Context: an optimization exercise on an open-source flow, tuned for small area. The choices shown serve that exercise and are no tape-out recipe. At most, simulation tests tie the RTL to the original design; equivalence was not proved. No functional check of the RTL was part of runs 5 and 6. Power is estimated from default activity; no workload was simulated.

===== design/flow/flow/run.sh =====
#!/bin/bash
# The standard layout (standard.sh) with three changes:
# - synthesis maps logic with an area-oriented ABC script (the same synthesis
#   script otherwise, so the registers are the standard synthesis's);
# - port buffers use the smallest buffer cell;
# - a leaner clock tree (sky130_fd_sc_hd__clkbuf_4, clusters of at most 12 sinks within 50 um,
#   no dummy loads).
# standard.sh's output goes to standard.log; ORFS keeps one log per step
# under orfs/logs.
set -euo pipefail
here=$(pwd)
rm -rf "$here/scripts"
cp -r "$FLOW_HOME/scripts" "$here/scripts"
cat > "$here/scripts/abc_area.script" <<'A'
strash
dch -f
amap
topo
dnsize -c
A
export SCRIPTS_DIR="$here/scripts"
export BUFFER_PORTS_ARGS="-buffer_cell sky130_fd_sc_hd__buf_1"
export CTS_ARGS="-sink_clustering_enable -repair_clock_nets -dont_use_dummy_load -buf_list {sky130_fd_sc_hd__clkbuf_4} -sink_clustering_size 12 -sink_clustering_max_diameter 50"
bash standard.sh > standard.log 2>&1

===== design/flow/standard.sh =====
#!/bin/bash
# synth_recipe.tcl (not shown) runs the flow's synth.tcl, then flattens the netlist and writes it again
# the make line also repeats each setting of config.mk as NAME=value (left out here)
make -C /OpenROAD-flow-scripts/flow DESIGN_CONFIG=/design/flow/config.mk WORK_HOME=/design/flow/orfs CLKGATE_MAP_FILE= SYNTH_SCRIPT=/design/flow/synth_recipe.tcl "${@:-finish}"

===== design/flow/config.mk =====
export PLATFORM = sky130hd
export DESIGN_NAME = kb_core
export DESIGN_NICKNAME = kb_core
export VERILOG_FILES = /design/flow/design.v
export SDC_FILE = /design/flow/constraint.sdc
export NUM_CORES = 4
export LEC_CHECK = 0
export ABC_AREA = 1
export CAP_MARGIN = 20
export CORE_MARGIN = 2
export CORE_UTILIZATION = 40
export SLEW_MARGIN = 20

===== design/flow/constraint.sdc =====
create_clock -name core_clock -period 10.0 [get_ports {clk}]
set_input_delay 2.0000 -clock core_clock [delete_from_list [all_inputs] [get_ports {clk}]]
set_output_delay 2.0000 -clock core_clock [all_outputs]
set_load 0.01 [all_outputs]

===== design/flow/design.v =====
module kb_keymap (
    input  wire       layer,
    input  wire [3:0] u,
    input  wire [2:0] r,
    output reg  [7:0] code
);
    wire [15:0] us = 16'd1 << u;
    wire [7:0]  rs = 8'd1 << r;
    always @(*) begin
        code[0] = (us[0]&((rs[0]|rs[1]|rs[2]|rs[3]|rs[4])))
            | (us[6]&((rs[4]|rs[5])|(layer&(rs[0]|rs[3]))))
            | (us[12]&((rs[1]|rs[4])|(~layer&(rs[0]))))
            | (us[2]&((rs[3])|(layer&(rs[0]))))
            | (us[8]&((rs[1]|rs[2]|rs[3]|rs[4])|(~layer&(rs[0]))))
            | (us[14]&((rs[2]|rs[4])|(layer&(rs[0]))))
            | (us[4]&((rs[1]|rs[3]|rs[4])|(~layer&(rs[0]))))
            | (us[10]&((rs[3])|(layer&(rs[0]))))
            | (us[1]&((rs[1])|(~layer&(rs[0]))))
            | (us[7]&((rs[3]|rs[4])|(layer&(rs[0]))))
            | (us[13]&((rs[1]|rs[2]|rs[3]|rs[5])|(~layer&(rs[0]))))
            | (us[3]&((rs[1]|rs[2])|(layer&(rs[0]))))
            | (us[9]&((~layer&(rs[0]))))
            | (us[15]&((rs[2]|rs[4])|(~layer&(rs[5]))))
            | (us[5]&((rs[1]|rs[5])|(layer&(rs[0]|rs[4]))))
            | (us[11]&((rs[1]|rs[3])));
        code[1] = (us[0]&((rs[2])))
            | (us[6]&((rs[0]|rs[1]|rs[5])|(layer&(rs[3]))))
            | (us[12]&((rs[1]|rs[2]|rs[3]|rs[4]|rs[5])|(~layer&(rs[0]))))
            | (us[2]&((rs[3])|(~layer&(rs[4]))))
            | (us[14]&((rs[1]|rs[2]|rs[3])|(~layer&(rs[0]))))
            | (us[4]&((rs[0]|rs[1]|rs[3])))
            | (us[10]&((layer&(rs[0]))))
            | (us[1]&((rs[3]|rs[4])))
            | (us[7]&((rs[1]|rs[2]|rs[3]|rs[4]|rs[5])|(~layer&(rs[0]))))
            | (us[13]&((rs[0]|rs[1]|rs[2]|rs[3]|rs[5])))
            | (us[3]&((rs[2])|(layer&(rs[0]))))
            | (us[9]&((rs[1])|(layer&(rs[5]))))
            | (us[15]&((rs[1])|(~layer&(rs[0]))|(layer&(rs[5]))))
            | (us[5]&((rs[4])|(~layer&(rs[5]))|(layer&(rs[0]))))
            | (us[11]&((rs[0]|rs[1]|rs[2])));
        code[2] = (us[0]&((rs[1])|(layer&(rs[4]))))
            | (us[6]&((rs[1]|rs[2]|rs[4])|(~layer&(rs[3]))|(layer&(rs[0]))))
            | (us[12]&((rs[1]|rs[3])))
            | (us[2]&((rs[3])|(~layer&(rs[0]|rs[4]))))
            | (us[8]&((rs[0]|rs[2])))
            | (us[14]&((rs[0]|rs[2]|rs[4])|(~layer&(rs[5]))))
            | (us[4]&((rs[0]|rs[2])))
            | (us[10]&((rs[1]|rs[3])|(layer&(rs[0]))))
            | (us[1]&((rs[1]|rs[2]|rs[3]|rs[4])))
            | (us[7]&((rs[1]|rs[3]|rs[4]|rs[5])))
            | (us[13]&((rs[1]|rs[5])))
            | (us[3]&((rs[1]|rs[2]|rs[3]|rs[5])|(~layer&(rs[0]))))
            | (us[9]&((rs[0]|rs[1])))
            | (us[15]&((rs[4])|(~layer&(rs[0]))|(layer&(rs[5]))))
            | (us[5]&((rs[0]|rs[5])))
            | (us[11]&((rs[2]|rs[3])));
        code[3] = (us[0]&((rs[2]|rs[3])|(~layer&(rs[0]))))
            | (us[6]&((rs[0]|rs[1]|rs[4])))
            | (us[12]&((rs[1]|rs[2]|rs[4])|(~layer&(rs[0]))))
            | (us[2]&((rs[2])|(~layer&(rs[0]))))
            | (us[8]&((rs[3]|rs[4])|(~layer&(rs[0]))))
            | (us[14]&((rs[3])|(~layer&(rs[0]|rs[5]))))
            | (us[4]&((rs[2]|rs[3])|(~layer&(rs[0]))))
            | (us[10]&((rs[2]|rs[3])))
            | (us[1]&((rs[2]|rs[3])|(layer&(rs[0]))))
            | (us[7]&((rs[3])|(layer&(rs[0]))))
            | (us[13]&((rs[4])|(layer&(rs[0]))))
            | (us[3]&((rs[1]|rs[2])|(layer&(rs[0]))))
            | (us[9]&((rs[1])|(layer&(rs[0]|rs[5]))))
            | (us[15]&((rs[1]|rs[3])|(layer&(rs[0]|rs[5]))))
            | (us[5]&((rs[1]|rs[5])|(~layer&(rs[0]))|(layer&(rs[4]))))
            | (us[11]&((rs[1]|rs[2]|rs[3])|(~layer&(rs[0]))));
        code[4] = (us[0]&((rs[1]|rs[3])))
            | (us[6]&((rs[0]|rs[1]|rs[2]|rs[4])))
            | (us[12]&((rs[1]|rs[2]|rs[3]|rs[4])|(~layer&(rs[0]))))
            | (us[2]&((~layer&(rs[0]))))
            | (us[8]&((rs[0]|rs[2]|rs[4])))
            | (us[14]&((rs[0]|rs[2])))
            | (us[4]&((rs[0]|rs[2]|rs[4])))
            | (us[10]&((rs[2]|rs[4])|(layer&(rs[0]))))
            | (us[1]&((rs[4])|(layer&(rs[0]))))
            | (us[7]&((rs[2]|rs[4])|(layer&(rs[0]))))
            | (us[13]&((rs[2]|rs[3]|rs[4])|(layer&(rs[0]))))
            | (us[3]&((rs[3])|(layer&(rs[0]))))
            | (us[9]&((rs[2])|(~layer&(rs[5]))|(layer&(rs[0]))))
            | (us[15]&((rs[2])|(~layer&(rs[5]))))
            | (us[5]&((~layer&(rs[4]))));
        code[5] = (us[0]&((rs[1]|rs[2]|rs[3]|rs[4]|rs[5])|(~layer&(rs[0]))))
            | (us[6]&((rs[0]|rs[5])))
            | (us[12]&((rs[5])|(~layer&(rs[0]))))
            | (us[2]&((rs[1])|(~layer&(rs[0]))))
            | (us[8]&((rs[0]|rs[1])))
            | (us[14]&((rs[0]|rs[1])|(~layer&(rs[5]))))
            | (us[4]&((rs[0]|rs[1])))
            | (us[10]&((rs[1])|(layer&(rs[0]))))
            | (us[1]&((rs[1]|rs[4])|(layer&(rs[0]))))
            | (us[7]&((rs[1]|rs[4]|rs[5])|(layer&(rs[0]))))
            | (us[13]&((rs[1]|rs[3]|rs[4]|rs[5])|(layer&(rs[0]))))
            | (us[3]&((rs[1]|rs[2]|rs[3]|rs[5])|(layer&(rs[0]))))
            | (us[9]&((rs[1]|rs[2])|(layer&(rs[0]))))
            | (us[15]&((rs[1]|rs[2]|rs[3]|rs[4])));
        code[6] = (us[0]&((rs[4]|rs[5])))
            | (us[6]&((rs[5])|(layer&(rs[0]))))
            | (us[12]&((rs[5])))
            | (us[8]&((layer&(rs[0]))))
            | (us[14]&((layer&(rs[0]))))
            | (us[4]&((layer&(rs[0]))))
            | (us[10]&((rs[0])))
            | (us[1]&((rs[0])))
            | (us[7]&((rs[0]|rs[5])))
            | (us[13]&((rs[0]|rs[5])))
            | (us[3]&((rs[0]|rs[5])))
            | (us[9]&((rs[0]|rs[5])))
            | (us[15]&((rs[0]|rs[4]|rs[5])))
            | (us[5]&((rs[0]|rs[1]|rs[4]|rs[5])))
            | (us[11]&((rs[1]|rs[2]|rs[3])|(~layer&(rs[0]))));
        code[7] = (us[0]&((rs[4]|rs[5])))
            | (us[6]&((rs[5])))
            | (us[12]&((rs[5])|(layer&(rs[0]))))
            | (us[2]&((layer&(rs[0]))))
            | (us[7]&((rs[5])))
            | (us[13]&((rs[5])))
            | (us[3]&((rs[5])))
            | (us[15]&((rs[4])));
    end
endmodule
module kb_core (
    input  wire        clk,
    input  wire        rst,             
    output wire [15:0] col,
    input  wire [5:0]  row,
    output wire        tx_push,
    output wire [63:0] tx_report,
    input  wire        tx_ok,
    input  wire        hreq_valid,
    input  wire        hreq_set,
    input  wire [1:0]  hreq_type,
    input  wire [7:0]  hreq_id,
    input  wire [3:0]  hreq_len,
    input  wire [7:0]  hreq_data,
    output reg         hresp_valid,
    output reg         hresp_err,
    output wire [63:0] hresp_report,
    output reg  [4:0]  leds,
    output reg         boot
);
    reg  [9:0] q;
    reg        scan;
    reg        first;
    wire [3:0] c   = q[7:4];
    wire [3:0] sub = q[3:0];
    assign col = (scan && sub >= 4'd3 && sub <= 4'd8) ? (16'd1 << c) : 16'd0;
    wire smp      = scan && sub == 4'd7;
    wire post_end = !scan && (first ? q == 10'd456 : q == 10'd31);
    always @(posedge clk) begin
        if (rst) begin
            q     <= 10'd2;
            scan  <= 1'b1;
            first <= 1'b1;
        end else if (post_end && !boot) begin
            q     <= 10'd2;
            scan  <= 1'b1;
            first <= 1'b0;
        end else begin
            q <= q + ((scan && sub == 4'd13 && c != 4'd15) ? 10'd5 : 10'd1);
            if (q == 10'd253) scan <= 1'b0;
        end
    end
    function [2:0] deb_next(input [2:0] s, input xi, input fi);
        begin
            if (fi) deb_next = {xi, 2'b00};
            else deb_next = {(s[1] && !s[0]) ? xi : s[2],
                             (xi ^ s[2]) && s[0], (xi ^ s[2]) && !s[1]};
        end
    endfunction
    function [3:0] lpos(input [3:0] cc);    
        lpos = {cc[2:0], 1'b0} + {cc[1:0], 2'b00} + {3'b000, cc[3]};
    endfunction
    reg  [3:0]  ph;
    reg  [17:0] ring [0:15];
    reg  [5:0]  sb [0:1];           
    reg  [1:0]  pend;
    wire [3:0]  cm1  = c - 4'd1;
    wire        hitA = scan && ph == lpos(c);
    wire        hitB = scan && ph == lpos(cm1);
    wire        hitZ = !scan && ph == lpos(4'd15);
    wire        bsel = hitZ || (hitA ? c[0] : cm1[0]);
    wire        upd  = pend[bsel] && (hitA || hitB || hitZ);
    wire [5:0]  x    = sb[bsel];
    integer i;
    reg [17:0] tap_new;
    always @(*) begin
        for (i = 0; i < 6; i = i + 1)
            tap_new[i*3 +: 3] = upd ? deb_next(ring[15][i*3 +: 3], x[i], first)
                                    : ring[15][i*3 +: 3];
    end
    always @(posedge clk) begin
        ph <= ph + 4'd1;
        ring[0] <= tap_new;
        for (i = 1; i < 16; i = i + 1)
            ring[i] <= ring[i - 1];
        if (smp) sb[c[0]] <= row;
        if (rst) pend <= 2'b00;
        else begin
            if (upd) pend[bsel] <= 1'b0;
            if (smp) pend[c[0]] <= 1'b1;
        end
    end
    reg  [2:0] fn;
    reg        bc;
    always @(posedge clk) begin
        if (smp && c == 4'd15) fn <= deb_next(fn, row[5], first);
        if (smp && c == 4'd0) bc <= row[0];
    end
    wire layer = fn[2];
    always @(posedge clk) begin
        if (rst) boot <= 1'b0;
        else if (!scan && first && q == 10'd255 && bc) boot <= 1'b1;
    end
    reg        on, set;
    reg  [2:0] er;
    wire [3:0] u     = ph - {1'b0, er} - 4'd1 - {set, 3'b000};
    wire       inwin = q >= 10'd247 && q <= 10'd256;
    wire       start = !first && !on && inwin && ph[2:0] == 3'd0;
    wire       last_cell = er == 3'd5 && u == lpos(4'd15);
    wire       wrap  = (er == 3'd5 && u != lpos(4'd7)) || er == 3'd6;
    always @(posedge clk) begin
        if (rst) on <= 1'b0;
        else if (start) on <= 1'b1;
        else if (on && last_cell) on <= 1'b0;
        if (start) set <= ph[3];
        er <= (!on || wrap) ? 3'd0 : er + 3'd1;
    end
    wire [5:0] lane;
    genvar g;
    generate for (g = 0; g < 6; g = g + 1) begin : gl
        assign lane[g] = set ? ring[g + 8][g*3 + 2] : ring[g][g*3 + 2];
    end endgenerate
    wire pressed = (er == 3'd0) ? lane[0] : (er == 3'd1) ? lane[1] :
                   (er == 3'd2) ? lane[2] : (er == 3'd3) ? lane[3] :
                   (er == 3'd4) ? lane[4] : (er == 3'd5) ? lane[5] : 1'b0;
    wire clr = start;
    wire [7:0] code;
    kb_keymap u_map (.layer(layer), .u(u), .r(er), .code(code));
    wire cls_empty = (code == 8'h00);
    wire cls_sent  = (code[7:2] == 6'd0) && !cls_empty;
    wire cls_mod   = (code[7:3] == 5'b11100);
    wire cls_norm  = !cls_empty && !cls_sent && !cls_mod;
    reg  [7:0] slot [0:5];
    reg  [7:0] mods;
    wire [5:0] z;
    generate for (g = 0; g < 6; g = g + 1) begin : gz
        assign z[g] = (slot[g] == 8'h00);
    end endgenerate
    wire act  = on && pressed;
    wire roll = act && cls_norm && !z[5];
    wire fill = clr || roll || (act && cls_sent);
    wire [7:0] data = clr ? 8'h00 : roll ? 8'h01 : code;
    always @(posedge clk) begin
        for (i = 0; i < 6; i = i + 1)
            if (fill || (act && cls_norm && z[i] && (i == 0 || !z[i - 1 + (i == 0)])))
                slot[i] <= data;
        if (clr) mods <= 8'h00;
        else if (act && cls_mod) mods <= mods | (8'h01 << code[2:0]);
    end
    reg  [55:0] br;
    reg  [55:0] last;
    reg         bv, lv, nz;
    wire run    = !scan && !first;
    wire commit = run && q == 10'd354;
    always @(posedge clk) begin
        if (commit) br <= {slot[5], slot[4], slot[3], slot[2], slot[1], slot[0], mods};
        if (tx_push && tx_ok) last <= br;
        if (clr) nz <= 1'b0;
        else if (act && !cls_empty) nz <= 1'b1;
        if (rst) begin
            bv <= 1'b0;
            lv <= 1'b0;
        end else begin
            if (commit) bv <= 1'b1;
            if (tx_push && tx_ok) lv <= 1'b1;
        end
    end
    assign tx_push   = run && q == 10'd355 && (lv ? (br != last) : nz);
    assign tx_report = {br[55:8], 8'h00, br[7:0]};
    reg rset;
    assign hresp_report = (rset || !bv) ? 64'd0 : tx_report;
    always @(posedge clk) begin
        rset        <= hreq_set;
        hresp_valid <= hreq_valid && !rst;
        hresp_err   <= hreq_set ? !(hreq_type == 2'd2 && hreq_id == 8'd0 && hreq_len == 4'd1)
                                : (hreq_type != 2'd1);
        if (rst) leds <= 5'd0;
        else if (hreq_valid && hreq_set && hreq_type == 2'd2 && hreq_id == 8'd0 && hreq_len == 4'd1)
            leds <= hreq_data[4:0];
    end
endmodule

==> impl_results.md, run 1 <==
* Status: complete, no violations
* Drt drc at 0
* Vias in the first global route at 9806
* DP Area at 0.0175 sq mm
* Yosys top cell by area: dfxtp_1
* CTS sink cnt at 507
* Sw Share at 0.199
* Final Max Tran Viols at 0
* Synth top area cells: dfxtp_1 41%, edfxtp_1 33%, nor2_1 5.9%, clkinv_1 2.7%, a21oi_1 2.1%
* Starting Density at 0.407
* Clock latency (worst-skew pair) at 0.81 ns
* Die X at 206 um
* GRT overflow at 0
* Routed Antenna Nets at 0
* Top post-synthesis cells by count: 330 x dfxtp_1, 255 x nor2_1, 177 x edfxtp_1
* Synth Warn # at 4
* Cell type of the slowest stage on the worst timing path: nor2_1
* Class of the most critical hold timing path: reg -> reg
* Worst EP arrival at 7.62 ns
* Buffers on Ports at 166
* Io pins at 186
* Core area at 0.0399 sq mm
* Row cnt at 73
* # fillers at 3736
* Post-synth cell types at 48
* Setup TNS Final at 0 ns
* Vias after detailed routing at 10384
* Area growth, synth to finish at 10.3%
* Sequential share of power at 0.720
* Worst setup EP type: register
* Nets at 1623
* Max-cap viol count at 0
* Crit path max fanout at 8
* CTS tree: done
* Share of cells above drive strength 1 at 0.0403
* Most common cell in the netlist: dfxtp_1
* Post-synthesis sequential element count at 507
* Drt wl/cell at 16.6 um
* Int Power at 2360 uW
* Asr flop ratio synth at 0
* Hold Vio Cnt, Final at 0
* Post-CTS sizing at 0
* PwrDens at 164 mW/mm^2
* Syn Area/Cell at 12.1 sq um
* Drt first-iter violations at 611
* Pleak at 0.00636 uW
* Minimum clock period at 7.22 ns
* Syn Inst Count at 1341
* Slew @ Worst Pin at 1.07 ns
* GRT Resource Usage Total at 0.165
* Multi-input gate area at 0.00383 sq mm
* RSZ-0062 raised after global routing: no
* Post-Route WL at 34.7 mm
* Slew HR at 0.287
* H-tree levels at 2
* Initial antenna violation count at 2
* Post-synthesis sequential area ratio at 0.734
* Crit path kind: reg -> reg
* Sequential Area at 0.0119 sq mm
* Hold Buf Count CTS at 0
* Largest net degree at the start of global routing at 58
* Post-CTS setup buffer count at 0
* Clock network power share at 0.271
* Net Sw Power at 588 uW
* Drt pass-1 iters at 6
* CP Launch Type: register
* RePlAce Congestion at 0.864
* Design area at 0.0179 sq mm
* Fin Clk Skew at 0.131 ns
* Final period util at 0.722
* Worst vdd ir at 0.000116 V
* CP required at 10.40 ns
* HPWL Detailed at 24.6 mm
* Yosys top cell area share at 0.407
* Final setup viols at 0
* FMAX at 139 MHz
* Root Buffer: clkbuf_4
* EDFF count, synth at 177
* Via density per instance at 4.96
* Die ar. at 0.0422 sq mm
* Clock-pin slew on the worst setup and hold paths at 0.11 ns
* Combinational share of power at 0.009
* Top FF cell, synth: dfxtp_1
* Netlist Area Pre-Place at 0.0162 sq mm
* CTS max path bufs at 3
* Crit-path most repeated cell: nor2_1
* CP max stage delay at 0.54 ns
* Die Height at 206 um
* First-pass GRT wire length at 53.7 mm
* Num CTS Buffers at 50
## worst max-delay path, delay by kind of cell, from the launching register on
kind                       cells  cell delay, ns
buffers and inverters          8            1.32
and+or+nand+nor               14            2.48
AOI/OAI and AO/OA              9            1.94
adders and majority gates      2            0.72
DFF                            1            0.39
## placed cells by master (no fill, tap or decap), drive strengths merged, types with 3 or more instances in the layout
cell type  count
a211oi         8
o41ai          6
clkinv       117
nor4          28
nand2         74
a21oi         69
edfxtp       177
nand3          9
buf          175
a221oi         4
clkbuf        50
a2111o         3
nor3          22
o2111ai        3
dfxtp        330
nand4         13
conb          16
a221o          5
o221a          6
a2111oi        7
or2            6
o21ai         30
ha            23
o22ai         28
o221ai        10
or4           11
nor2b         24
o31ai          7
o211ai         5
nor2         255
a31oi         17
## power by group through the flow
stage                     combinational [uW]  clock (uW)  sequential, uW
after global placement                  25.1           0            2170
final                                   25.9         798            2120
after detailed placement                25.8           0            2170
after CTS                               25.9         842            2120
after global routing                    29.1         919            2120
after floorplan                         19.4           0            2170
## kinds of logic (layout without fill, tap and decap cells)
kind of cell    count (synthesis)  after routing  synth area share
compound gates                227            227            0.0923
fa+ha+maj                      23             23            0.0177
buf+inv                       133            342            0.0344
flops                         507            507             0.734
other cells                     1             18          0.000231
simple gates                  450            450             0.122
## path summary, 6_finish.rpt
check / depth (start not counted) / slack, ns / from / to
worst max-delay path: 33 / 2.78 / ph[1] / slot[0][6]
worst max register to register: 33 / 2.78 / ph[1] / slot[0][6]
worst min-delay path: 0 / 0.24 / ring[4][2] / ring[5][2]
worst min register to register: 0 / 0.24 / ring[4][2] / ring[5][2]
## flip-flops by register name, indices dropped and copies added, names as in the netlist, 2 cells and up
signal,flops
er,3
slot,48
ph,4
ring,288
q,10
mods,8
br,56
fn,3
last,56
sb,12
leds,5
pend,2
## final cells by class
class | count | share of cell area
Antenna cell | 2 | 0.000279
Clock buffer | 50 | 0.0209
Inverter | 117 | 0.0245
Multi-Input combinational cell | 716 | 0.214
Sequential cell | 507 | 0.665
Tap cell | 525 | 0.0367
Timing Repair Buffer | 175 | 0.0385
## metal layers
metal	vias to the layer above	wire length, um	track usage
li1	5130	-	-
met1	4845	16000	0.225
met2	351	15800	0.265
met3	58	2140	0.0318
met4	0	745	0.0547
met5	-	0	0
## metrics by stage
| step | hold slack, ns | power (uW) | instances | worst slack, ns | utilization |
|---|---|---|---|---|---|
| floorplan | 0.310 | 2190 | 1356 | 3.82 | - |
| global placement | 0.311 | 2190 | 2040 | 3.00 | 0.439 |
| detailed placement | 0.312 | 2200 | 2040 | 2.99 | 0.439 |
| CTS | 0.248 | 2990 | 2090 | 2.86 | 0.449 |
| global route | 0.260 | 3070 | 2092 | 2.18 | 0.449 |
| finish | 0.244 | 2950 | 2092 | 2.78 | 0.449 |
==> inputs of run 2 (changes only) <==
--- a/design/flow/flow/run.sh
+++ b/design/flow/flow/run.sh
@@ -13,6 +13,9 @@
 cp -r "$FLOW_HOME/scripts" "$here/scripts"
 cat > "$here/scripts/abc_area.script" <<'A'
 strash
+&get -n
+&deepsyn -J 50
+&put
 dch -f
 amap
 topo
--- a/design/flow/config.mk
+++ b/design/flow/config.mk
@@ -8,5 +8,5 @@
 export ABC_AREA = 1
 export CAP_MARGIN = 20
 export CORE_MARGIN = 2
-export CORE_UTILIZATION = 40
+export CORE_UTILIZATION = 55
 export SLEW_MARGIN = 20
==> run 2 against run 1 <==
  * Highest routed layer unchanged
  * Design area shrank 1.6%
  * Critical path depth decreased by 7
  * Global-route usage rose by 7.0 points
  * Utilization up 16 points
  * Worst hold slack improved by 0.026 ns
  * Via count up 0.22%
  * Still clean on timing, DRC and antenna
==> impl_results.md, run 2 <==
* Max reg flops at 288 (unchanged)
* Drt drc at 0 (unchanged)
* Post-Synth Adder-Cell Area at 0.0178 (+0.000110)
* FF-to-FF setup slack at 3.22 ns (+0.43 ns)
* Starting Density at 0.561 (+0.154)
* Main combinational cell family by area after synthesis: simple AND/OR/NAND/NOR gates
* Syn Inst Count at 1313 (-2.1%)
* Row cnt at 62 (-15%)
* GRT overflow at 0 (unchanged)
* CP bufs+invs at 8 (unchanged)
* Largest net degree at the start of global routing at 58 (unchanged)
* Via density per instance at 5.41 (+9.1%)
* RSZ-0062 raised after global routing: no
* Post-synth cell types at 48 (unchanged)
* Routed Antenna Nets at 0 (unchanged)
* Top post-synthesis cells by count: 330 x dfxtp_1, 227 x nor2_1, 177 x edfxtp_1
* Status: complete, no violations
* Final Max Tran Viols at 0 (unchanged)
* CTS tree: done
* Drt first-iter violations at 912 (+49%)
* Drt wl/cell at 18.7 um (+13%)
* CTS max path bufs at 3 (unchanged)
* Register bank with the most flops: ring
* Biggest registers after layout: ring x288, br x56, last x56
* Io pins at 186 (unchanged)
* PwrDens at 166 mW/mm^2 (+1.2%)
* Delay-heaviest family, CP: simple AND/OR/NAND/NOR gates
* Yosys top cell area share at 0.409 (+0.00252)
* Drt pass-1 iters at 5 (-1)
* RePlAce Congestion at 0.943 (+9.1%)
* Fin Clk Skew at 0.0829 ns (-0.0482 ns)
* FMAX at 147 MHz (+6.4%)
* CP required at 10.42 ns (+0.02 ns)
* Die Height at 175 um (-15%)
* Top FF cell, synth: dfxtp_1
* Area growth, synth to finish at 9.27%
* Worst Hold Launch: ring[6][5]
* Fin cells at 1922 (-8.1%)
* Vias after detailed routing at 10407 (+0.22%)
* Final setup viols at 0 (unchanged)
* Post-synthesis sequential element count at 507 (unchanged)
* Most common cell after layout, fill and taps aside: dfxtp_1
* Root Buffer: clkbuf_4
* CTS sink cnt at 507 (unchanged)
* Hold Vio Cnt, Final at 0 (unchanged)
* Crit path kind: reg -> reg
* Num CTS Buffers at 50 (unchanged)
* Worst setup EP type: register
* First-pass GRT wire length at 55.4 mm (+3.2%)
* Cell type of the slowest stage on the worst timing path: a21oi_1
* Most frequent cells in the layout: 330 x dfxtp_1, 227 x nor2_1, 177 x edfxtp_1
* Multi-input gate area at 0.00356 sq mm (-7.2%)
* Worst Hold Depth at 0 (unchanged)
* Die ar. at 0.0307 sq mm (-27%)
* Post-synthesis sequential area ratio at 0.738 (+0.00455)
* CP max stage delay at 0.45 ns (-0.09 ns)
* Synth top area cells: dfxtp_1 41%, edfxtp_1 33%, nor2_1 5.3%, clkinv_1 3.8%, ha_1 1.8%
* Sequential Area at 0.0119 sq mm (unchanged)
* Syn Area/Cell at 12.3 sq um (+1.5%)
* Post-synthesis simple-gate area fraction at 0.101 (-0.0210)
* Xor-xnor portion of the synthesized cell area at 0 (unchanged)
* Minimum clock period at 6.78 ns (-0.434 ns)
* Setup TNS Final at 0 ns (unchanged)
* EDFF count, synth at 177 (unchanged)
* Inst Count DP at 1869 (-8.4%)
* Worst vdd ir at 0.000128 V (+9.8%)
* # fillers at 2318 (-38%)
* Synth Warn # at 4 (unchanged)
* FF-to-FF Start: ph[1]
* HPWL Detailed at 26.5 mm (+7.7%)
* Die X at 175 um (-15%)
* GRT Resource Usage Total at 0.235 (+0.0697)
* Share of cells above drive strength 1 at 0.0403 (+0.0000827)
* Netlist Area Pre-Place at 0.0161 sq mm (-0.62%)
* Max-cap viol count at 0 (unchanged)
* Post-CTS setup buffer count at 0 (unchanged)
* Core area at 0.0288 sq mm (-28%)
* Reg2reg path depth at 26 (-21%)
* Crit path max fanout at 16 (+8)
* Clock latency (worst-skew pair) at 0.72 ns (-0.09 ns)
* Clock-pin slew on the worst setup and hold paths at 0.12 ns (about the same)
* R2r endpoint: slot[1][2]
* Nets at 1595 (-1.7%)
* Post-CTS sizing at 0 (unchanged)
* Post-synthesis mux area share at 0 (unchanged)
* H-tree levels at 2 (unchanged)
* Yosys top cell by area: dfxtp_1
* Synth Area in Compound Gates at 0.0973 (+0.00499)
* Buffers on Ports at 166 (unchanged)
* Slew @ Worst Pin at 1.04 ns (-0.0314 ns)
* Crit-path most repeated cell: clkinv_1
* Hold Buf Count CTS at 0 (unchanged)
* Initial antenna violation count at 1 (-1)
* CP Launch Type: register
* Class of the most critical hold timing path: reg -> reg
* Final period util at 0.678 (-0.0434)
* Pleak at 0.00638 uW (+0.24%)
* Post-Route WL at 36.0 mm (+3.6%)
* Most common cell in the netlist: dfxtp_1
* Vias in the first global route at 9892 (+0.88%)
* Hold Path Sink: ring[7][5]
* Worst EP arrival at 7.20 ns (-0.42 ns)
* Slew HR at 0.290 (+0.00304)
* Asr flop ratio synth at 0 (unchanged)
==> run 2: cell count changes after synthesis, moves of 6 or more <==
cell	previous run	this run
o221ai_1	10	21
clkinv_1	117	165
nor4_1	28	15
a21oi_1	69	46
nand2_1	74	46
nand4_1	13	3
o21ai_0	30	42
nor2b_1	24	13
or3_1	1	7
o31ai_1	7	0
nor2_1	255	227
==> run 2: metal layers <==
layer	routed length, um	up-vias	GRT usage
met5	0	-	0
met2	16700	443	0.379
met3	2170	83	0.0348
met1	16000	4867	0.324
met4	1180	0	0.0878
li1	-	5014	-
==> run 2: report_power, final <==
part	leakage (uW)	switching, uW	internal, uW
clock network	0.000230	555	230
logic	0.00163	17.0	8.46
registers	0.00452	2.56	2120
total	0.00638	575	2360
==> run 2: cells by family (layout without fill, tap and decap cells) <==
family,count (synthesis),count (layout)
adders and majority gates,23,23
buffers and inverters,181,390
and+or+nand+nor,371,371
AOI/OAI and AO/OA,230,230
other,1,17
DFF,507,507
==> run 2: worst max-delay path by stage <==
stage               startpoint  slack (ns)  cells after the start          to
CTS                      ph[1]        3.27                     26  slot[3][0]
global route             ph[2]        2.68                     24  slot[4][1]
finish                   ph[1]        3.22                     26  slot[1][2]
floorplan                ph[1]        4.33                     24  slot[0][0]
detailed placement       ph[1]        3.33                     26  slot[3][6]
global placement         ph[1]        3.32                     25  slot[3][4]
==> run 2: final cells by class <==
| type | instances | share of cell area |
|---|---|---|
| diodes | 1 | 0.000142 |
| clock buffers | 50 | 0.0213 |
| inverters | 165 | 0.0351 |
| multi-input cells | 640 | 0.202 |
| flip-flops and latches | 507 | 0.676 |
| well taps | 384 | 0.0272 |
| repair buffers | 175 | 0.0389 |
==> run 2: metrics by stage <==
stage | setup WS [ns] | total power, uW | hold slack [ns] | utilization | instance area [sq um]
after floorplan | 4.33 | 2190 | 0.310 | - | 16200
after global placement | 3.32 | 2190 | 0.310 | 0.599 | 17300
after detailed placement | 3.33 | 2190 | 0.312 | 0.599 | 17300
after CTS | 3.27 | 2970 | 0.239 | 0.612 | 17600
after global routing | 2.68 | 3050 | 0.256 | 0.613 | 17600
final | 3.22 | 2930 | 0.270 | 0.613 | 17600
==> inputs of run 3 (changes only) <==
==> design/flow/flow/run.sh (replaced) <==
#!/bin/bash
# The standard layout (standard.sh) with three changes:
# - synthesis maps logic with an area-oriented ABC script (the same synthesis
#   script otherwise, so the registers are the standard synthesis's);
# - port buffers use the smallest buffer cell;
# - a leaner clock tree (sky130_fd_sc_hd__clkbuf_8, clusters of at most 18 sinks within 60 um,
#   no dummy loads).
# standard.sh's output goes to standard.log; ORFS keeps one log per step
# under orfs/logs.
set -euo pipefail
here=$(pwd)
rm -rf "$here/scripts"
cp -r "$FLOW_HOME/scripts" "$here/scripts"
cat > "$here/scripts/abc_area.script" <<'A'
strash
&get -n
&deepsyn -J 50
&put
dch -f
amap
topo
dnsize -c
A
export SCRIPTS_DIR="$here/scripts"
export BUFFER_PORTS_ARGS="-buffer_cell sky130_fd_sc_hd__buf_1"
export CTS_ARGS="-sink_clustering_enable -repair_clock_nets -dont_use_dummy_load -buf_list {sky130_fd_sc_hd__clkbuf_8} -sink_clustering_size 18 -sink_clustering_max_diameter 60"
bash standard.sh > standard.log 2>&1
==> run 3 against run 2 <==
  * Sequential cell count is the same
  * Sequential power is essentially flat
  * Clock-buffer cell count shrank 15
  * Wire length shrank 0.49%
  * Synthesized cell count is the same
==> impl_results.md, run 3 <==
* Drt drc at 0 (unchanged)
* Num CTS Buffers at 35 (-30%)
* EDFF count, synth at 177 (unchanged)
* Initial antenna violation count at 0 (-1)
* Syn Area/Cell at 12.3 sq um (unchanged)
* Synth top area cells: dfxtp_1 41%, edfxtp_1 33%, nor2_1 5.3%, clkinv_1 3.8%, ha_1 1.8%
* Synth Warn # at 4 (unchanged)
* H-tree levels at 2 (unchanged)
* Top FF cell, synth: dfxtp_1
* Routed Antenna Nets at 0 (unchanged)
* Die ar. at 0.0307 sq mm (unchanged)
* Biggest registers after layout: ring x288, br x56, last x56
* Post-Route WL at 35.8 mm (-0.49%)
* Met2 WL at 16.6 mm (-0.70%)
* CTS tree: done
* CP max stage delay at 0.51 ns (+0.06 ns)
* Register bank with the most flops: ring
* Crit-path most repeated cell: clkinv_1
* Worst vdd ir at 0.000159 V (+25%)
* Delay-heaviest family, CP: simple AND/OR/NAND/NOR gates
* Final Max Tran Viols at 0 (unchanged)
* Post-synth cell types at 48 (unchanged)
* GRT Resource Usage Total at 0.234 (-0.000687)
* Final setup viols at 0 (unchanged)
* Drt pass-1 iters at 6 (+1)
* Setup TNS Final at 0 ns (unchanged)
* Most common cell in the netlist: dfxtp_1
* Clock network power share at 0.289 (+0.021)
* FMAX at 146 MHz (-0.70%)
* Drt wl/cell at 18.8 um (+0.45%)
* Crit path kind: reg -> reg
* Final period util at 0.683 (+0.00477)
* Area growth, synth to finish at 9.85%
* Minimum clock period at 6.83 ns (+0.0477 ns)
* Top sig layer: met4
* Vias after detailed routing at 10237 (-1.6%)
* Slew @ Worst Pin at 1.07 ns (+0.0369 ns)
* Crit path max fanout at 16 (unchanged)
* Syn Inst Count at 1313 (unchanged)
* Post-CTS sizing at 0 (unchanged)
* Yosys top cell by area: dfxtp_1
* Hold Vio Cnt, Final at 0 (unchanged)
* RePlAce Congestion at 0.943 (unchanged)
* Routed met1 length at 16.1 mm (+0.84%)
* Max reg flops at 288 (unchanged)
* Worst setup EP type: register
* Io pins at 186 (unchanged)
* Worst EP arrival at 6.94 ns (-0.26 ns)
* Via density per instance at 5.38 (-0.70%)
* Hold Buf Count CTS at 0 (unchanged)
* Status: complete, no violations
* First-pass GRT wire length at 55.3 mm (-0.24%)
* CP required at 10.11 ns (-0.31 ns)
* Sw Share at 0.190 (-0.00572)
* Post-CTS setup buffer count at 0 (unchanged)
* GRT overflow at 0 (unchanged)
* Met3 routed WL at 2.06 mm (-4.9%)
* Net Sw Power at 574 uW (about the same)
* Slew HR at 0.276 (-0.0143)
* Nets at 1578 (-1.1%)
* Clock latency (worst-skew pair) at 0.55 ns (-0.17 ns)
* Clock-pin slew on the worst setup and hold paths at 0.10 ns (-0.02 ns)
* # fillers at 2269 (-2.1%)
* Top post-synthesis cells by count: 330 x dfxtp_1, 227 x nor2_1, 177 x edfxtp_1
* Sequential share of power at 0.703 (-0.021)
* Cell type of the slowest stage on the worst timing path: o21ai_0
* PwrDens at 170 mW/mm^2 (+2.4%)
* CP Launch Type: register
* Total power at 3020 uW (+2.9%)
* Die Height at 175 um (unchanged)
* Die X at 175 um (unchanged)
* Vias in the first global route at 9709 (-1.8%)
* Post-synthesis sequential element count at 507 (unchanged)
* Drt first-iter violations at 876 (-3.9%)
* Buffers on Ports at 166 (unchanged)
* Largest net degree at the start of global routing at 58 (unchanged)
* Int Power at 2440 uW (+3.6%)
* Yosys top cell area share at 0.409 (unchanged)
* Fin Clk Skew at 0.0567 ns (-0.0262 ns)
* Root Buffer: clkbuf_8
* ANT cells at 0 (-1)
* Most common cell after layout, fill and taps aside: dfxtp_1
* Combinational share of power at 0.008 (about the same)
* Starting Density at 0.561 (unchanged)
* Max-cap viol count at 0 (unchanged)
* RSZ-0062 raised after global routing: no
* CP bufs+invs at 7 (-1)
* Netlist Area Pre-Place at 0.0161 sq mm (unchanged)
* HPWL Detailed at 26.5 mm (unchanged)
* Row cnt at 62 (unchanged)
* Core area at 0.0288 sq mm (unchanged)
* Pleak at 0.00639 uW (+0.17%)
* Asr flop ratio synth at 0 (unchanged)
* CTS sink cnt at 507 (unchanged)
* Share of cells above drive strength 1 at 0.0296 (-0.0107)
* CTS max path bufs at 3 (unchanged)
* Most frequent cells in the layout: 330 x dfxtp_1, 227 x nor2_1, 177 x edfxtp_1
* Class of the most critical hold timing path: reg -> reg
* Post-synthesis sequential area ratio at 0.738 (unchanged)
-- run 3: worst register-to-register path, cell delays in order (launching register included) --
cell and delay (ns):
dfxtp_1 0.40, clkinv_1 0.20, ha_1 0.34, clkinv_1 0.06
ha_1 0.35, nand2_1 0.21, nor2_1 0.09, nor2_1 0.13
a21oi_1 0.08, a31oi_1 0.17, buf_4 0.25, clkinv_1 0.35
nor3_1 0.48, clkinv_1 0.33, a21oi_1 0.33, nor3_1 0.10
nor3_1 0.43, nor4b_1 0.37, or2_0 0.19, nor2_1 0.08
clkinv_1 0.13, a21oi_1 0.08, nor2_1 0.11, clkinv_1 0.20
a21oi_1 0.43, o21ai_0 0.51
-- run 3: kinds of logic (layout without fill, tap and decap cells) --
| logic type | after synthesis | count (layout) | synth area share |
|---|---|---|---|
| adders and majority gates | 23 | 23 | 0.0178 |
| and+or+nand+nor | 371 | 371 | 0.101 |
| buffers and inverters | 181 | 373 | 0.0458 |
| AOI/OAI and AO/OA | 230 | 230 | 0.0973 |
| DFF | 507 | 507 | 0.738 |
| other | 1 | 16 | 0.000232 |
-- run 3: final timing paths --
kind / end / depth (start not counted) / start / slack [ns]
max: slot[5][1] / 25 / ph[1] / 3.17
min: ring[14][5] / 0 / ring[13][5] / 0.29
max reg2reg: slot[5][1] / 25 / ph[1] / 3.17
min reg2reg: ring[14][5] / 0 / ring[13][5] / 0.29
-- run 3: through the flow --
stage	area, sq um	instances	utilization	hold slack (ns)	setup slack (ns)
after CTS	17700	1904	0.616	0.298	3.27
after global routing	17700	1904	0.616	0.300	2.61
after global placement	17300	1869	0.599	0.310	3.32
after floorplan	16200	1328	-	0.310	4.33
final	17700	1904	0.616	0.291	3.17
after detailed placement	17300	1869	0.599	0.312	3.33
-- run 3: area by class of cell --
type                    instances  area [sq um]  area share
clock buffers                  35           482      0.0272
inverters                     165           619      0.0349
multi-input cells             640          3560       0.201
flip-flops and latches        507         11900       0.672
well taps                     384           480      0.0271
repair buffers                173           676      0.0381
-- run 3: power by group through the flow --
stage | registers (uW) | logic, uW | clock network, uW
floorplan | 2170 | 18.2 | 0
global placement | 2170 | 24.5 | 0
detailed placement | 2170 | 24.9 | 0
CTS | 2120 | 25.2 | 901
global route | 2120 | 28.6 | 982
finish | 2120 | 25.4 | 872
-- run 3: layer usage --
layer | up-vias | track usage
met3 | 70 | 0.0310
li1 | 4945 | -
met1 | 4827 | 0.329
met2 | 395 | 0.379
met5 | - | 0
met4 | 0 | 0.0774
==> inputs of run 4 (changes only) <==
==> design/flow/flow/run.sh (replaced) <==
#!/bin/bash
# The standard layout (standard.sh) with three changes:
# - synthesis maps logic with an area-oriented ABC script (the same synthesis
#   script otherwise, so the registers are the standard synthesis's);
# - port buffers use the smallest buffer cell;
# - a leaner clock tree (sky130_fd_sc_hd__clkbuf_4, clusters of at most 10 sinks within 40 um,
#   no dummy loads).
# standard.sh's output goes to standard.log; ORFS keeps one log per step
# under orfs/logs.
set -euo pipefail
here=$(pwd)
rm -rf "$here/scripts"
cp -r "$FLOW_HOME/scripts" "$here/scripts"
cat > "$here/scripts/abc_area.script" <<'A'
strash
&get -n
&deepsyn -J 50
&put
dch -f
amap
topo
dnsize -c
A
export SCRIPTS_DIR="$here/scripts"
export BUFFER_PORTS_ARGS="-buffer_cell sky130_fd_sc_hd__buf_1"
export CTS_ARGS="-sink_clustering_enable -repair_clock_nets -dont_use_dummy_load -buf_list {sky130_fd_sc_hd__clkbuf_4} -sink_clustering_size 10 -sink_clustering_max_diameter 40"
bash standard.sh > standard.log 2>&1
==> run 4 against run 3 <==
  * Total power fell by 0.82%
  * Die area unchanged
  * Sequential power about the same
  * First-iteration DRC count is 0.57% lower
  * Via count up 2.2%
  * Sequential cell count unchanged
  * Clock power decreased by 2.9%
  * Register-to-register slack improved by 0.03 ns
  * Still clean
  * Cell count increased by 1.5%
  * Area after synthesis did not move
  * Design area shrank 0.11%
  * Critical path depth up 1
==> impl_results.md, run 4 <==
* Status: complete, no violations
* Post-synthesis sequential element count at 507 (unchanged)
* Met3 routed WL at 2.04 mm (-1.2%)
* Routed met1 length at 16.3 mm (+1.3%)
* First-pass GRT wire length at 55.9 mm (+1.0%)
* Core area at 0.0288 sq mm (unchanged)
* Worst EP arrival at 7.21 ns (+0.27 ns)
* RSZ-0062 raised after global routing: no
* Biggest registers after layout: ring x288, br x56, last x56
* Pleak at 0.00643 uW (+0.55%)
* Die X at 175 um (unchanged)
* Netlist Area Pre-Place at 0.0161 sq mm (unchanged)
* Root Buffer: clkbuf_4
* GRT overflow at 0 (unchanged)
* Synth Warn # at 4 (unchanged)
* Main combinational cell family by area after synthesis: simple AND/OR/NAND/NOR gates
* Post-Synth Adder-Cell Area at 0.0178 (unchanged)
* H-tree levels at 2 (unchanged)
* Clock latency (worst-skew pair) at 0.77 ns (+0.22 ns)
* CTS tree: done
* Worst setup EP type: register
* Final setup viols at 0 (unchanged)
* Int Power at 2400 uW (-1.8%)
* Most common cell in the netlist: dfxtp_1
* Most common cell after layout, fill and taps aside: dfxtp_1
* Minimum clock period at 6.81 ns (-0.0263 ns)
* Num CTS Buffers at 60 (+71%)
* # fillers at 2333 (+2.8%)
* Crit path max fanout at 16 (unchanged)
* Largest net degree at the start of global routing at 58 (unchanged)
* PwrDens at 169 mW/mm^2 (-0.71%)
* Register bank with the most flops: ring
* Xor-xnor portion of the synthesized cell area at 0 (unchanged)
* Drt pass-1 iters at 5 (-1)
* Top sig layer: met4
* Synth Area in Compound Gates at 0.0973 (unchanged)
* Net Sw Power at 593 uW (+3.2%)
* CTS sink cnt at 507 (unchanged)
* Area growth, synth to finish at 9.73%
* Post-CTS sizing at 0 (unchanged)
* Post-synth cell types at 48 (unchanged)
* Post-synthesis mux area share at 0 (unchanged)
* Nets at 1605 (+1.7%)
* Crit path kind: reg -> reg
* Slew HR at 0.259 (-0.0169)
* Share of cells above drive strength 1 at 0.0465 (+0.0169)
* CP required at 10.40 ns (+0.29 ns)
* Sw Share at 0.198 (+0.00762)
* CP bufs+invs at 8 (+1)
* Setup TNS Final at 0 ns (unchanged)
* Yosys top cell by area: dfxtp_1
* Synth top area cells: dfxtp_1 41%, edfxtp_1 33%, nor2_1 5.3%, clkinv_1 3.8%, ha_1 1.8%
* Fin util at 0.616 (-0.000652)
* Initial antenna violation count at 1 (+1)
* HPWL Detailed at 26.5 mm (unchanged)
* Worst vdd ir at 0.000126 V (-21%)
* RePlAce Congestion at 0.943 (unchanged)
* CTS max path bufs at 3 (unchanged)
* Class of the most critical hold timing path: reg -> reg
* Drt first-iter violations at 871 (-0.57%)
* Post-synthesis sequential area ratio at 0.738 (unchanged)
* Setup WS post-layout at 3.19 ns (+0.0263 ns)
* Delay-heaviest family, CP: simple AND/OR/NAND/NOR gates
* Cell type of the slowest stage on the worst timing path: nor3_1
* Syn Inst Count at 1313 (unchanged)
* Vias in the first global route at 10007 (+3.1%)
* FMAX at 147 MHz (+0.39%)
* Final period util at 0.681 (-0.00263)
* Top post-synthesis cells by count: 330 x dfxtp_1, 227 x nor2_1, 177 x edfxtp_1
* Setup WS pre-CTS at 3.33 ns (unchanged)
* Die Height at 175 um (unchanged)
* Met2 WL at 16.6 mm (+0.21%)
* Combinational share of power at 0.009 (about the same)
* Post-synthesis simple-gate area fraction at 0.101 (unchanged)
* Starting Density at 0.561 (unchanged)
* Final Max Tran Viols at 0 (unchanged)
* Via density per instance at 5.41 (+0.69%)
* Slew @ Worst Pin at 1.08 ns (+0.00875 ns)
* Drt drc at 0 (unchanged)
* CP max stage delay at 0.46 ns (-0.05 ns)
* Post-CTS setup buffer count at 0 (unchanged)
* Total power at 2990 uW (-0.82%)
* Sequential share of power at 0.709 (+0.006)
* Asr flop ratio synth at 0 (unchanged)
* GRT Resource Usage Total at 0.236 (+0.00239)
* Most frequent cells in the layout: 330 x dfxtp_1, 227 x nor2_1, 177 x edfxtp_1
* Vias after detailed routing at 10459 (+2.2%)
* Hold Buf Count CTS at 0 (unchanged)
* WHS at 0.267 ns (-0.0242 ns)
* Post-Route WL at 36.2 mm (+1.1%)
* EDFF count, synth at 177 (unchanged)
* Max-cap viol count at 0 (unchanged)
* Hold Vio Cnt, Final at 0 (unchanged)
* Fin Clk Skew at 0.145 ns (+0.0885 ns)
* Clock-pin slew on the worst setup and hold paths at 0.09 ns (about the same)
* Io pins at 186 (unchanged)
* Buffers on Ports at 166 (unchanged)
* Yosys top cell area share at 0.409 (unchanged)
* Max reg flops at 288 (unchanged)
* Clock network power share at 0.283 (-0.006)
* Row cnt at 62 (unchanged)
* Syn Area/Cell at 12.3 sq um (unchanged)
* Routed Antenna Nets at 0 (unchanged)
* CP Launch Type: register
* Crit-path most repeated cell: clkinv_1
* Top FF cell, synth: dfxtp_1
* Drt wl/cell at 18.7 um (-0.39%)
* Die ar. at 0.0307 sq mm (unchanged)
[run 4: cell counts after synthesis]
No cell type changed its count.
[run 4: metrics by stage]
step / cell area [sq um] / cells
after floorplan: 16200 / 1328
after global placement: 17300 / 1869
after detailed placement: 17300 / 1869
after CTS: 17700 / 1929
after global routing: 17700 / 1932
final: 17700 / 1932
[run 4: routing by layer]
metal | GRT usage | up-vias
met5 | 0 | -
met4 | 0.0941 | 0
met3 | 0.0364 | 94
met2 | 0.377 | 408
met1 | 0.327 | 4919
li1 | - | 5038
[run 4: worst reg2reg max path, cell delays in order (launching register included)]
cell      delay [ns]
dfxtp_1         0.38
clkinv_1        0.19
ha_1            0.34
clkinv_1        0.06
ha_1            0.36
nand2_1         0.21
nor2_1          0.09
nor2_1          0.13
a21oi_1         0.08
a31oi_1         0.17
buf_4           0.25
clkinv_1        0.36
nor3_1          0.46
clkinv_1        0.31
a21oi_1         0.36
nor3_1          0.10
nor3_1          0.40
nor4b_1         0.36
or2_0           0.19
nor2_1          0.08
clkinv_1        0.13
a21oi_1         0.08
nor2_1          0.11
clkinv_1        0.21
a21oi_1         0.46
o21ai_0         0.38
clkbuf_2        0.25
[run 4: cell families after synthesis]
logic type | Yosys count
adders and majority gates | 23
AOI/OAI and AO/OA | 230
and+or+nand+nor | 371
DFF | 507
other | 1
buffers and inverters | 181
[run 4: path summary, 6_finish.rpt]
path / startpoint / to / slack [ns] / depth (start not counted)
setup / recovery: ph[1] / slot[1][2] / 3.19 / 26
hold / removal: ring[12][2] / ring[13][2] / 0.27 / 0
setup reg to reg: ph[1] / slot[1][2] / 3.19 / 26
hold reg to reg: ring[12][2] / ring[13][2] / 0.27 / 0
[run 4: power by group through the flow]
stage	Combinational, uW	Sequential [uW]	Clock [uW]
2_1_floorplan	18.2	2170	0
5_1_grt	28.7	2120	960
6_report	25.5	2120	847
3_3_place_gp	24.5	2170	0
4_1_cts	25.3	2120	881
3_5_place_dp	24.9	2170	0
[run 4: cell type report]
cell class                      count  area (sq um)  share of cell area
Inverter                          165           619              0.0350
Antenna cell                        1          2.50            0.000141
Multi-Input combinational cell    640          3560               0.201
Sequential cell                   507         11900               0.673
Tap cell                          384           480              0.0271
Clock buffer                       60           450              0.0254
Timing Repair Buffer              175           686              0.0387
==> inputs of run 5 (changes only) <==
--- a/design/flow/design.v
+++ b/design/flow/design.v
@@ -149,21 +149,21 @@
     reg        first;
     wire [3:0] c   = q[7:4];
     wire [3:0] sub = q[3:0];
-    assign col = (scan && sub >= 4'd3 && sub <= 4'd8) ? (16'd1 << c) : 16'd0;
-    wire smp      = scan && sub == 4'd7;
-    wire post_end = !scan && (first ? q == 10'd456 : q == 10'd31);
+    assign col = (scan && !sub[3] && sub[2:1] != 2'b00) ? (16'd1 << c) : 16'd0;
+    wire smp      = scan && sub == 4'd6;
+    wire post_end = !scan && (first ? q == 10'd455 : q == 10'd30);
     always @(posedge clk) begin
         if (rst) begin
-            q     <= 10'd2;
+            q     <= 10'd1;
             scan  <= 1'b1;
             first <= 1'b1;
         end else if (post_end && !boot) begin
-            q     <= 10'd2;
+            q     <= 10'd1;
             scan  <= 1'b1;
             first <= 1'b0;
         end else begin
-            q <= q + ((scan && sub == 4'd13 && c != 4'd15) ? 10'd5 : 10'd1);
-            if (q == 10'd253) scan <= 1'b0;
+            q <= q + ((scan && sub == 4'd12 && c != 4'd15) ? 10'd5 : 10'd1);
+            if (q == 10'd252) scan <= 1'b0;
         end
     end
     function [2:0] deb_next(input [2:0] s, input xi, input fi);
@@ -215,12 +215,12 @@
     wire layer = fn[2];
     always @(posedge clk) begin
         if (rst) boot <= 1'b0;
-        else if (!scan && first && q == 10'd255 && bc) boot <= 1'b1;
+        else if (!scan && first && q == 10'd254 && bc) boot <= 1'b1;
     end
     reg        on, set;
     reg  [2:0] er;
     wire [3:0] u     = ph - {1'b0, er} - 4'd1 - {set, 3'b000};
-    wire       inwin = q >= 10'd247 && q <= 10'd256;
+    wire       inwin = q >= 10'd246 && q <= 10'd255;
     wire       start = !first && !on && inwin && ph[2:0] == 3'd0;
     wire       last_cell = er == 3'd5 && u == lpos(4'd15);
     wire       wrap  = (er == 3'd5 && u != lpos(4'd7)) || er == 3'd6;
@@ -267,7 +267,7 @@
     reg  [55:0] last;
     reg         bv, lv, nz;
     wire run    = !scan && !first;
-    wire commit = run && q == 10'd354;
+    wire commit = run && q == 10'd353;
     always @(posedge clk) begin
         if (commit) br <= {slot[5], slot[4], slot[3], slot[2], slot[1], slot[0], mods};
         if (tx_push && tx_ok) last <= br;
@@ -281,7 +281,7 @@
             if (tx_push && tx_ok) lv <= 1'b1;
         end
     end
-    assign tx_push   = run && q == 10'd355 && (lv ? (br != last) : nz);
+    assign tx_push   = run && q == 10'd354 && (lv ? (br != last) : nz);
     assign tx_report = {br[55:8], 8'h00, br[7:0]};
     reg rset;
     assign hresp_report = (rset || !bv) ? 64'd0 : tx_report;
==> run 5 against run 4 <==
  * Still clean on timing, DRC and antenna
  * Synthesized cell count decreased by 0.91%
  * Clock-buffer cell count increased by 6
  * Clock power increased by 4.6%
  * Global-route usage increased by 0.61 points
  * Area after synthesis decreased by 0.20%
  * First-iteration DRC count increased by 4.2%
  * Design area about the same
  * Utilization increased by 0.061 points
  * Clock skew decreased by 0.012 ns
  * Wire length increased by 1.9%
  * Total power increased by 1.2%
  * Sequential cell count unchanged
  * Critical path type unchanged
  * Critical endpoint is now slot[5][0]
==> impl_results.md, run 5 <==
* Most common cell in the netlist: dfxtp_1
* R2r endpoint: slot[5][0]
* Syn Area/Cell at 12.4 sq um (+0.72%)
* Post-CTS sizing at 0 (unchanged)
* Via density per instance at 5.49 (+1.4%)
* Clock-pin slew on the worst setup and hold paths at 0.10 ns (about the same)
* Max reg flops at 288 (unchanged)
* H-tree levels at 3 (+1)
* Class of the most critical hold timing path: reg -> reg
* Pleak at 0.00629 uW (-2.0%)
* Post-synth cell types at 48 (unchanged)
* Drt wl/cell at 19.2 um (+2.2%)
* Core area at 0.0288 sq mm (unchanged)
* CTS sink cnt at 507 (unchanged)
* FF-to-FF setup slack at 3.96 ns (+0.77 ns)
* CTS max path bufs at 3 (unchanged)
* Max-cap viol count at 0 (unchanged)
* Net Sw Power at 598 uW (+0.96%)
* Setup WS post-layout at 3.96 ns (+0.768 ns)
* Int Power at 2430 uW (+1.2%)
* Yosys top cell area share at 0.410 (+0.000826)
* Worst setup EP type: register
* Most frequent cells in the layout: 330 x dfxtp_1, 219 x nor2_1, 177 x edfxtp_1
* Row cnt at 62 (unchanged)
* Final setup viols at 0 (unchanged)
* Sw Share at 0.197 (-0.000409)
* Design area at 0.0177 sq mm (about the same)
* Vias after detailed routing at 10577 (+1.1%)
* Initial antenna violation count at 1 (unchanged)
* Sequential share of power at 0.700 (-0.009)
* DP Area at 0.0172 sq mm (-0.10%)
* Final Max Tran Viols at 0 (unchanged)
* Top FF cell, synth: dfxtp_1
* Vias in the first global route at 10114 (+1.1%)
* PwrDens at 171 mW/mm^2 (+1.1%)
* Crit path max fanout at 11 (-5)
* GRT overflow at 0 (unchanged)
* Largest net degree at the start of global routing at 58 (unchanged)
* Setup WS pre-CTS at 4.09 ns (+0.757 ns)
* Drt drc at 0 (unchanged)
* Clock network power share at 0.292 (+0.009)
* Root Buffer: clkbuf_4
* Clock latency (worst-skew pair) at 0.71 ns (-0.06 ns)
* Buffers on Ports at 166 (unchanged)
* Die X at 175 um (about the same)
* Setup TNS Final at 0 ns (unchanged)
* First-pass GRT wire length at 56.9 mm (+1.8%)
* Asr flop ratio synth at 0 (unchanged)
* Die ar. at 0.0307 sq mm (-0.19%)
* Netlist Area Pre-Place at 0.0161 sq mm (-0.20%)
* Area growth, synth to finish at 10.1%
* RePlAce Congestion at 0.948 (+0.53%)
* Io pins at 186 (unchanged)
* Num CTS Buffers at 66 (+10%)
* Hold Vio Cnt, Final at 0 (unchanged)
* Most common cell after layout, fill and taps aside: dfxtp_1
* GR Util met2 at 0.363 (-0.0144)
* Total power at 3030 uW (+1.2%)
* Crit-path most repeated cell: nor2_1
* CTS tree: done
* Starting Density at 0.560 (-0.00113)
* FMAX at 166 MHz (+13%)
* Inst Count DP at 1859 (-0.54%)
* Met3 global-route usage at 0.0433 (+0.00693)
* Synth Warn # at 4 (unchanged)
* Routed Antenna Nets at 0 (unchanged)
* FF-to-FF Start: ph[1]
* Crit path kind: reg -> reg
* Die Height at 175 um (about the same)
* Drt first-iter violations at 908 (+4.2%)
* Drt pass-1 iters at 5 (unchanged)
* Status: complete, no violations
* Biggest registers after layout: ring x288, br x56, last x56
* CP max stage delay at 0.42 ns (-0.04 ns)
* Fin Clk Skew at 0.134 ns (-0.0116 ns)
* Post-Route WL at 36.9 mm (+1.9%)
* Slew @ Worst Pin at 1.02 ns (-0.0641 ns)
* Post-synthesis sequential element count at 507 (unchanged)
* Worst EP arrival at 6.40 ns (-0.81 ns)
* Worst vdd ir at 0.000128 V (+1.3%)
* CP Launch Type: register
* Cell type of the slowest stage on the worst timing path: dfxtp_1
* Top Usage Layer GRT: met2
* GRT Resource Usage Total at 0.243 (+0.00612)
* Synth top area cells: dfxtp_1 41%, edfxtp_1 33%, nor2_1 5.1%, clkinv_1 3.8%, ha_1 1.9%
* Post-CTS setup buffer count at 0 (unchanged)
* Final period util at 0.604 (-0.0768)
* HPWL Detailed at 27.2 mm (+2.7%)
* Critical path endpoint: slot[5][0]
* Nets at 1601 (-0.25%)
* Beginning of the critical path: ph[1]
* Minimum clock period at 6.04 ns (-0.768 ns)
* CP required at 10.36 ns (-0.04 ns)
* Reg2reg path depth at 29 (+12%)
* Yosys top cell by area: dfxtp_1
* Share of cells above drive strength 1 at 0.0519 (+0.00534)
* Top post-synthesis cells by count: 330 x dfxtp_1, 219 x nor2_1, 177 x edfxtp_1
* GR Util met1 at 0.349 (+0.0221)
* Combinational share of power at 0.007 (-0.002)
* RSZ-0062 raised after global routing: no
* EDFF count, synth at 177 (unchanged)
* Post-synthesis sequential area ratio at 0.740 (+0.00149)
* Hold Buf Count CTS at 0 (unchanged)
* Slew HR at 0.313 (+0.0542)
* Fin cells at 1927 (-0.26%)
* Syn Inst Count at 1301 (-0.91%)
* Register bank with the most flops: ring
-- run 5: cell count changes after synthesis, moves of 4 or more --
cell / delta
a21oi_1: -13
o22ai_1: +10
nand3_1: +5
o221ai_1: +5
a31oi_1: -4
nor2_1: -8
o21ai_0: -5
o21a_1: +4
clkinv_1: -4
-- run 5: critical path, delay by kind of cell, from the launching register on --
kind	cells	cell delay, ns
buf+inv	8	1.66
compound gates	4	0.83
flops	1	0.42
simple gates	15	2.15
fa+ha+maj	2	0.73
-- run 5: how the worst min path moves through the flow --
stage,from,slack [ns],to,cells past startpoint
global placement,ring[8][6],0.31,ring[9][6],0
finish,ring[4][11],0.24,ring[5][11],0
CTS,ring[4][11],0.24,ring[5][11],0
global route,ring[6][14],0.23,ring[7][14],0
detailed placement,ring[13][3],0.31,ring[14][3],0
floorplan,ring[9][0],0.31,ring[10][0],0
-- run 5: cells by family after synthesis --
group                    Yosys count  synth area share
AND/OR/NAND/NOR                  371             0.101
AO/OA/AOI/OAI                    221            0.0955
adder cells (fa/ha/maj)           24            0.0186
buffers and inverters            177            0.0450
flip-flops                       507             0.740
other                              1          0.000233
-- run 5: area by class of cell --
type	instances	area, sq um
Tap cell	384	480
Sequential cell	507	11900
Antenna cell	1	2.50
Inverter	161	604
Clock buffer	66	495
Timing Repair Buffer	176	696
Fill cell	2362	11000
Multi-Input combinational cell	632	3540
-- run 5: layer usage --
layer / part of all wire / vias up
li1: - / 5023
met1: 0.46 / 4991
met2: 0.43 / 472
met3: 0.067 / 91
met4: 0.039 / 0
met5: 0 / -
-- run 5: power groups by stage --
stage	clock (uW)	sequential, uW	combinational, uW
floorplan	0	2170	16.6
global placement	0	2170	20.6
detailed placement	0	2170	21.3
CTS	925	2120	21.4
global route	1010	2120	24.4
finish	886	2120	21.5
-- run 5: through the flow --
| step | hold slack [ns] | util |
|---|---|---|
| after floorplan | 0.310 | - |
| after global placement | 0.310 | 0.599 |
| after detailed placement | 0.312 | 0.599 |
| after CTS | 0.245 | 0.616 |
| after global routing | 0.227 | 0.616 |
| final | 0.236 | 0.616 |
==> inputs of run 6 (changes only) <==
--- a/design/flow/flow/run.sh
+++ b/design/flow/flow/run.sh
@@ -13,6 +13,7 @@
 cp -r "$FLOW_HOME/scripts" "$here/scripts"
 cat > "$here/scripts/abc_area.script" <<'A'
 strash
+dc2
 &get -n
 &deepsyn -J 50
 &put
==> run 6 against run 5 <==
  * Setup slack got worse by 0.97 ns
  * Critical endpoint is now slot[1][1]
  * Via count decreased by 1.7%
  * Die area increased by 0.12%
  * First-iteration DRC count decreased by 5.4%
  * Non-clock buffer count decreased by 3
  * Utilization decreased by 0.15 points
  * Largest cell class unchanged
  * Sequential share of layout area increased by 0.16 points
  * Area after synthesis increased by 0.12%
==> impl_results.md, run 6 <==
* Drt drc at 0 (unchanged)
* Status: complete, no violations
* Drt wl/cell at 18.7 um (-2.2%)
* Synth Area in Compound Gates at 0.0987 (+0.00322)
* Hold Buf Count CTS at 0 (unchanged)
* Largest net degree at the start of global routing at 58 (unchanged)
* PwrDens at 169 mW/mm^2 (-1.1%)
* Starting Density at 0.561 (+0.000696)
* Die X at 175 um (about the same)
* Inst Count DP at 1861 (+0.11%)
* Nets at 1598 (-0.19%)
* CTS sink cnt at 507 (unchanged)
* Die Height at 175 um (about the same)
* FF-to-FF setup slack at 3.00 ns (-0.97 ns)
* Yosys top cell area share at 0.409 (-0.000509)
* RePlAce Congestion at 0.939 (-0.90%)
* Share of cells above drive strength 1 at 0.0461 (-0.00575)
* RSZ-0062 raised after global routing: no
* Setup TNS Final at 0 ns (unchanged)
* Yosys top cell by area: dfxtp_1
* Register bank with the most flops: ring
* Cell type of the slowest stage on the worst timing path: a2111oi_0
* Fin Clk Skew at 0.143 ns (+0.00959 ns)
* Combinational share of power at 0.008 (about the same)
* Int Power at 2400 uW (-1.2%)
* Core area at 0.0288 sq mm (unchanged)
* Minimum clock period at 7.00 ns (+0.967 ns)
* Most frequent cells in the layout: 330 x dfxtp_1, 201 x nor2_1, 177 x edfxtp_1
* Clock-pin slew on the worst setup and hold paths at 0.10 ns (about the same)
* Final period util at 0.700 (+0.0967)
* Drt pass-1 iters at 5 (unchanged)
* Slew @ Worst Pin at 1.14 ns (+0.117 ns)
* Clock latency (worst-skew pair) at 0.74 ns (+0.03 ns)
* Post-CTS sizing at 0 (unchanged)
* Xor-xnor portion of the synthesized cell area at 0 (unchanged)
* Routed Antenna Nets at 0 (unchanged)
* Max-cap viol count at 0 (unchanged)
* Initial antenna violation count at 1 (unchanged)
* Slew HR at 0.235 (-0.0788)
* Row cnt at 62 (unchanged)
* WHS at 0.243 ns (+0.00759 ns)
* Crit-path most repeated cell: clkinv_1
* Root Buffer: clkbuf_4
* CTS tree: done
* Class of the most critical hold timing path: reg -> reg
* Post-synthesis sequential area ratio at 0.739 (-0.000918)
* Synth Warn # at 4 (unchanged)
* Worst setup EP type: register
* Synth top area cells: dfxtp_1 41%, edfxtp_1 33%, nor2_1 4.7%, clkinv_1 4.0%, ha_1 1.9%
* Crit path max fanout at 12 (+1)
* Most common cell in the netlist: dfxtp_1
* Post-synthesis sequential element count at 507 (unchanged)
* Via density per instance at 5.40 (-1.6%)
* Post-synthesis mux area share at 0 (unchanged)
* Total power at 2990 uW (-1.4%)
* Vias in the first global route at 9858 (-2.5%)
* Fin cells at 1924 (-0.16%)
* Main combinational cell family by area after synthesis: compound AO/OA/AOI/OAI gates
* Sequential share of power at 0.710 (+0.010)
* # fillers at 2402 (+1.7%)
* Die ar. at 0.0307 sq mm (+0.12%)
* Post-synthesis simple-gate area fraction at 0.0956 (-0.00524)
* CTS max path bufs at 3 (unchanged)
* CP Launch Type: register
* Vias after detailed routing at 10393 (-1.7%)
* Post-Synth Adder-Cell Area at 0.0186 (-0.0000231)
* Drt first-iter violations at 859 (-5.4%)
* Most common cell after layout, fill and taps aside: dfxtp_1
* Post-CTS setup buffer count at 0 (unchanged)
* Asr flop ratio synth at 0 (unchanged)
* Worst vdd ir at 0.000129 V (+0.44%)
* Hold Vio Cnt, Final at 0 (unchanged)
* Max reg flops at 288 (unchanged)
* Clock network power share at 0.282 (-0.010)
* Syn Area/Cell at 12.3 sq um (-0.34%)
* Fin util at 0.615 (-0.00148)
* Top FF cell, synth: dfxtp_1
* Final setup viols at 0 (unchanged)
* Post-synth cell types at 48 (unchanged)
* Crit path kind: reg -> reg
* Netlist Area Pre-Place at 0.0161 sq mm (+0.12%)
* Top post-synthesis cells by count: 330 x dfxtp_1, 201 x nor2_1, 177 x edfxtp_1
* First-pass GRT wire length at 55.0 mm (-3.3%)
* FMAX at 143 MHz (-14%)
* Io pins at 186 (unchanged)
* Area growth, synth to finish at 9.66%
* Buffers on Ports at 166 (unchanged)
* CP max stage delay at 0.69 ns (+0.27 ns)
* EDFF count, synth at 177 (unchanged)
* GRT Resource Usage Total at 0.234 (-0.00810)
* H-tree levels at 2 (-1)
* Sw Share at 0.197 (-0.000971)
* Num CTS Buffers at 60 (-9.1%)
* Biggest registers after layout: ring x288, br x56, last x56
* HPWL Detailed at 26.9 mm (-1.3%)
* Syn Inst Count at 1307 (+0.46%)
* Worst EP arrival at 7.30 ns (+0.90 ns)
* CP required at 10.30 ns (-0.06 ns)
* Final Max Tran Viols at 0 (unchanged)
* GRT overflow at 0 (unchanged)
* Net Sw Power at 587 uW (-1.9%)
* Pleak at 0.00630 uW (about the same)
* Post-Route WL at 36.1 mm (-2.3%)
-- run 6: changes by cell type in the layout (fill, tap and decap cells not counted), sizes merged, moves of 8 or more --
cell,previous run,this run
nor2,219,201
o21ai,37,48
o22ai,39,47
clkinv,161,174
-- run 6: final timing paths --
check	startpoint	end	cells past startpoint
max reg2reg	ph[1]	slot[1][1]	29
min	ring[8][8]	ring[9][8]	0
max	ph[1]	slot[1][1]	29
min reg2reg	ring[8][8]	ring[9][8]	0
-- run 6: area by class of cell --
cell class	instances	area, sq um	area share
flip-flops and latches	507	11900	0.674
multi-input cells	625	3510	0.199
repair buffers	173	671	0.0379
inverters	174	653	0.0369
well taps	384	480	0.0272
clock buffers	60	450	0.0255
diodes	1	2.50	0.000141
-- run 6: power groups by stage --
stage,Combinational (uW),Sequential (uW),Clock [uW]
after floorplan,16.5,2170,0
after global routing,25.6,2120,966
final,23.1,2120,843
after CTS,22.8,2120,877
after global placement,22.1,2170,0
after detailed placement,22.6,2170,0
-- run 6: critical path: cells and delay by family (launching register included) --
family / cells / cell delay, ns
AO/OA/AOI/OAI: 7 / 2.09
adder cells (fa/ha/maj): 2 / 0.68
buffers and inverters: 9 / 1.53
flip-flops: 1 / 0.40
AND/OR/NAND/NOR: 11 / 1.91
-- run 6: kinds of logic (layout without fill, tap and decap cells) --
family,after synthesis,after routing
AO/OA/AOI/OAI,234,234
adder cells (fa/ha/maj),24,24
buffers and inverters,190,407
flip-flops,507,507
other,1,17
AND/OR/NAND/NOR,351,351
-- run 6: stage by stage --
step / setup slack, ns / cell area, sq um
floorplan: 4.15 / 16200
global placement: 3.31 / 17200
detailed placement: 3.11 / 17200
CTS: 2.94 / 17700
global route: 2.22 / 17700
finish: 3.00 / 17700
-- run 6: layer usage --
metal  vias to the layer above  wire length, um  GRT usage
li1                       5013                -          -
met1                      4841            16300      0.331
met2                       448            16000      0.358
met3                        91             2450     0.0426
met4                         0             1370      0.102
met5                         -                0          0

Re-timed with assumed drivers on the ports (clkbuf_16 on the clock, buf_2 on other inputs), run 6 has 2.996 ns of setup slack against 2.996 ns with ideal ports, and 2.996 ns once port delays also move by the mid clock arrival of 0.713 ns.
